Context: an optimization exercise on an open-source flow, tuned for small area. The choices shown serve that exercise and are no tape-out recipe.
RTL that was checked went through simulation tests only; none was proved equivalent to the original.
The clock input has no modelled driver; a real chip could not lean on it and would need a root buffer or a full tree.
Power is estimated from default activity; no workload was simulated.

## before
==> flow/design.v (excerpt) <==
module caa (
    input  wire        clk,
    input  wire        rst,
    input  wire        cmd_valid,
    input  wire [23:0] cmd,
    output wire [15:0] cursor_o,
    output wire [15:0] csum_o,
    output wire [15:0] total_o,
    output wire [7:0]  rec_len_o,
    output wire [15:0] rec_addr_o,
    output wire [15:0] rec_csum_o,
    output wire        rec_valid_o,
    output wire [23:0] status_o,
    output wire        err_o,
    output wire [23:0] fcmd_o
);
Size: about 550 cells after synthesis, about 130 flip-flops, about 170 I/O pins, about 6200 µm² of cells after synthesis.
Settings: LEC_CHECK=0, CAP_MARGIN=20, CORE_MARGIN=2, CORE_UTILIZATION=40, GPL_TIMING_DRIVEN=0, SLEW_MARGIN=20, SYNTH_HIERARCHICAL=1; clock period 5.0 ns.
standard.sh (not shown) runs the stock make flow with config.mk's settings and CLKGATE_MAP_FILE= SYNTH_SCRIPT=/design/flow/synth_recipe.tcl, a recipe that flattens the netlist after the stock synthesis.
==> flow/flow/run.sh <==
#!/bin/bash
# Standard ORFS layout (the standard.sh), with small port buffers and a
# clock tree of small buffers without dummy loads. ORFS writes each tool's
# log under orfs/logs; make's own output goes to standard.log.
set -e
bash standard.sh BUFFER_PORTS_ARGS="-buffer_cell sky130_fd_sc_hd__buf_1" \
  CTS_ARGS="-sink_clustering_enable -repair_clock_nets -dont_use_dummy_load -buf_list sky130_fd_sc_hd__clkbuf_8 -sink_clustering_size 30" \
  finish > standard.log 2>&1
before finished end to end and its layout was clean on timing, DRC and antenna.
The inputs of after differ from those of before as listed below.
diff --git a/flow/config.mk b/flow/config.mk
--- a/flow/config.mk
+++ b/flow/config.mk
@@ -10,3 +10,2 @@
 export CORE_UTILIZATION = 40
-export GPL_TIMING_DRIVEN = 0
 export SLEW_MARGIN = 20
- Higher fraction of cell area in non-clock buffers goes to before over after.
- Endpoint of the worst setup timing path = csum_q[14]: after; endpoint of the worst setup timing path = csum_q[12]: before
- Re number of distinct library cells after synthesis: no difference whatsoever between before and after.
- after improves on before in worst path setup slack after routing.
- after against before: detailed-routed wire length on met2 went down by 1.4%, combinational power shows a reduction of about 4%, utilization fell by 1.8 points.
- Of after and before, the lower post-route minimum period belongs to after.
- Between after and before, the routed wire length is lower for before.
No run of this note included a check of the RTL's function; only the layout flow was run.

========
caa, a different RTL version from the one above (not shown whole).
Size in the first run: roughly 550 cells after synthesis, about 120 flip-flops, about 170 I/O pins, ~6200 µm² of cells after synthesis.
Settings: LEC_CHECK=0, CAP_MARGIN=20, CORE_MARGIN=2, CORE_UTILIZATION=40, SLEW_MARGIN=20, SYNTH_HIERARCHICAL=1; clock period 5.0 ns.
==> flow/flow/run.sh <==
#!/bin/bash
# The standard ORFS layout (standard.sh) with two changes: small port
# buffers (buf_1) and, in place of TritonCTS, the two-level clock tree of
# flow/cts_pre.tcl. ORFS writes each tool's log under orfs/logs; make's own
# output goes to standard.log.
set -e
bash standard.sh BUFFER_PORTS_ARGS="-buffer_cell sky130_fd_sc_hd__buf_1" \
  PRE_CTS_TCL="$PWD/flow/cts_pre.tcl" CTS_CLK_NET=clk CTS_K=4 \
  CTS_LEAF_BUF=sky130_fd_sc_hd__clkbuf_16 CTS_ROOT_BUF="sky130_fd_sc_hd__clkbuf_8" \
  finish > standard.log 2>&1
Other scripts of this flow, unchanged in this note and not shown: flow/flow/cts_pre.tcl
Edit:
--- a/flow/flow/run.sh
+++ b/flow/flow/run.sh
@@ -10 +10 @@
-  finish > standard.log 2>&1
+  POST_GLOBAL_ROUTE_TCL="$PWD/flow/grt_post.tcl" finish > standard.log 2>&1
==> flow/flow/grt_post.tcl (new file) <==
# Area recovery after global routing: downsize gates that are off the
# critical paths (OpenROAD's power recovery), then repair any slew or
# capacitance limit the downsizing broke, and fix timing again.
log_cmd global_route -start_incremental
log_cmd repair_timing -recover_power 100 -verbose
repair_design_helper
log_cmd detailed_placement
log_cmd global_route -end_incremental
log_cmd estimate_parasitics -global_routing
repair_timing_helper
log_cmd global_route -start_incremental
log_cmd detailed_placement
log_cmd global_route -end_incremental
log_cmd estimate_parasitics -global_routing
After rerunning: Design area fell by 0.45%; maximum frequency is about the same; sequential power is about the same; via count falls by 0.51%; total power barely changes; utilization shrinks by 0.21 points; worst setup slack hardly moves; flip-flop and latch count stays the same; die area stays the same; sequential share of layout area went up by 0.16 points; synthesized area is unchanged.
No functional check of the RTL was part of any run of this note. In every run of this note, the design's own scripts or RTL, not TritonCTS, make the clock network.

========
## run A
Another version of the RTL of caa (not shown whole).
Size in the first run: about 830 cells after synthesis, about 130 flip-flops, roughly 170 I/O pins, roughly 7300 sq um of cells after synthesis.
==> flow/config.mk <==
export PLATFORM = sky130hd
export DESIGN_NAME = caa
export DESIGN_NICKNAME = caa
export VERILOG_FILES = /design/flow/design.v
export SDC_FILE = /design/flow/constraint.sdc
export NUM_CORES = 4
export LEC_CHECK = 0
export ABC_CLOCK_PERIOD_IN_PS = 20000
export CAP_MARGIN = 20
export CORE_MARGIN = 2
export CORE_UTILIZATION = 40
export SLEW_MARGIN = 20
==> flow/constraint.sdc <==
create_clock -name core_clock -period 5.0 [get_ports {clk}]
set_input_delay 1.0000 -clock core_clock [delete_from_list [all_inputs] [get_ports {clk}]]
set_output_delay 1.0000 -clock core_clock [all_outputs]
set_load 0.01 [all_outputs]
==> flow/flow/run.sh <==
#!/bin/bash
# Standard ORFS layout (the standard.sh), with small port buffers and a
# clock tree of small buffers without dummy loads. ORFS writes each tool's
# log under orfs/logs; make's own output goes to standard.log.
set -e
bash standard.sh BUFFER_PORTS_ARGS="-buffer_cell sky130_fd_sc_hd__buf_1" \
  CTS_ARGS="-sink_clustering_enable -repair_clock_nets -dont_use_dummy_load -buf_list sky130_fd_sc_hd__clkbuf_4 -sink_clustering_size 30" \
  finish > standard.log 2>&1
Having completed the whole flow, run A delivered a layout that passed the timing, design-rule and antenna checks.
Changes in run B relative to run A:
Settings: ABC_CLOCK_PERIOD_IN_PS removed (was 20000).
==> flow/flow/run.sh <==
#!/bin/bash
# Standard ORFS layout, with small port buffers instead of the default delay cells.
set -e
bash standard.sh BUFFER_PORTS_ARGS="-buffer_cell sky130_fd_sc_hd__buf_2" finish > standard.log 2>&1
==> comparison <==
- Run B — count of clock-buffer cells in the layout 6 higher, run A as reference
- Delta(worst setup slack, run B - run A) < 0
- Run A vs run B, highest-delay cell along the critical path: nor2b_2 vs fa_1
- There was hardly any difference in via count between run B and run A.
- Of the two values seen for top power group, clock was produced by run B and registers by run A.
- Run B ended up with cmd[20] as its worst setup path startpoint; run A ended up with phase_q[0].
- Comparing run A against run B, there is no change at all in die boundary width.
- In the reports for run B and run A, the larger global placer's final weighted congestion belongs to run B.
- [diff] hold slack, run B relative to run A: regression
- Of run B and run A, the higher cell count belongs to run B.
Changes in run C relative to run B:
Settings: ABC_AREA now 1, previously not set.
==> flow/flow/run.sh <==
#!/bin/bash
# Standard ORFS layout (the standard.sh), with small port buffers and a
# clock tree of small buffers without dummy loads. ORFS writes each tool's
# log under orfs/logs; make's own output goes to standard.log.
set -e
bash standard.sh BUFFER_PORTS_ARGS="-buffer_cell sky130_fd_sc_hd__buf_1" \
  CTS_ARGS="-sink_clustering_enable -repair_clock_nets -dont_use_dummy_load -buf_list sky130_fd_sc_hd__clkbuf_4 -sink_clustering_size 30" \
  finish > standard.log 2>&1
Results
Share of total power in the clock network: run C vs run B down 20 points
Higher area after synthesis goes to run B over run C.
Summary: with run B as the reference, sum of met3 wire segment lengths after detailed routing in run C moved down by a few percent.
Top contributor to total power = clock: run B; top contributor to total power = registers: run C
Setup changes, run C to run D
Settings: clearing ABC_AREA, which used to be 1.
==> flow/run.sh (new file) <==
#!/bin/bash
# synth_recipe.tcl (not shown) runs the flow's synth.tcl, then flattens the netlist and writes it again
# the make line also repeats each setting of config.mk as NAME=value (left out here)
make -C /OpenROAD-flow-scripts/flow DESIGN_CONFIG=/design/flow/config.mk WORK_HOME=/design/flow/orfs CLKGATE_MAP_FILE= SYNTH_SCRIPT=/design/flow/synth_recipe.tcl finish
removed: flow/flow/run.sh
removed: flow/standard.sh
NOTE: global-route wire length before repair in run D exceeds that of run C. Between run D and run C, met3 track utilization from global routing is higher for run D, run C comes in under that. Compared with run C, run D shows a sequential fraction of total cell area that is 5.1 points lower. Simple-gate area share of the yosys netlist in run D is 11 points below run C. Run D vs run C — number of cells produced by synthesis dropped by more than 10%. Max freq run C -> run D: improved. [run D] final worst slack rose 39 ps relative to run C. The hold slack on run D is in line with that on run C. In the reports for run D and run C, the larger total power after layout belongs to run D.
Input changes introduced in run E (baseline for comparison: run D):
==> flow/flow/run.sh (new file) <==
#!/bin/bash
# Standard ORFS layout, with small port buffers and a lighter clock tree.
set -e
bash standard.sh BUFFER_PORTS_ARGS="-buffer_cell sky130_fd_sc_hd__buf_1" \
  CTS_ARGS="-sink_clustering_enable -repair_clock_nets -dont_use_dummy_load -buf_list sky130_fd_sc_hd__clkbuf_4 -sink_clustering_size 30" \
  finish > standard.log 2>&1
==> flow/standard.sh (new file) <==
#!/bin/bash
# synth_recipe.tcl (not shown) runs the flow's synth.tcl, then flattens the netlist and writes it again
# the make line also repeats each setting of config.mk as NAME=value (left out here)
make -C /OpenROAD-flow-scripts/flow DESIGN_CONFIG=/design/flow/config.mk WORK_HOME=/design/flow/orfs CLKGATE_MAP_FILE= SYNTH_SCRIPT=/design/flow/synth_recipe.tcl "${@:-finish}"
removed: flow/run.sh
Findings:
On run E: layout overhead on the synthesized area is 20 points lower than what run D gave. Run E improves on run D in timing-limited maximum frequency. Run D -> run E: unique cell type count in the Yosys netlist delta 0, exact match.

## static timing again, ports no longer ideal
In the flow no input, the clock included, has a driving cell. The finished layouts below were timed again as built, in two steps.
Step 1 assumes that a clkbuf_16 drives the clock port and a buf_2 every other input.
Step 2 moves the port delays by t, midway between the first and last clock arrival at a register: inputs arrive t later, outputs are due t later. That takes back most of the time a late clock gives input paths.
Three values: ideal ports, drivers, drivers and shift; two values: the first two.
run | t (ns) | setup slack, ns | worst setup path at the end | worst register clock-pin slew, ns
before | 0.466 | 0.112 / 0.121 / -0.345 | input to register | 0.07 / 0.07
after | 0.459 | 0.165 / 0.181 / -0.278 | input to register | 0.07 / 0.07
the first run of note 2 | 0.425 | 0.276 / 0.276 / -0.072 | input to register | 0.12 / 0.12
the second run of note 2 | 0.427 | 0.273 / 0.273 / -0.088 | input to register | 0.12 / 0.12
run A | 0.591 | 0.324 / 0.324 / -0.188 | input to register | 0.11 / 0.11
run B | 0.466 | 0.270 / 0.278 / -0.188 | input to register | 0.06 / 0.06
run C | 0.570 | 0.241 / 0.241 / -0.235 | input to register | 0.12 / 0.12
run D | 0.465 | 0.280 / 0.293 / -0.166 | input to register | 0.06 / 0.06
run E | 0.591 | 0.324 / 0.324 / -0.188 | input to register | 0.11 / 0.11
Met with ideal ports but missed after step 2: setup timing in every run listed.
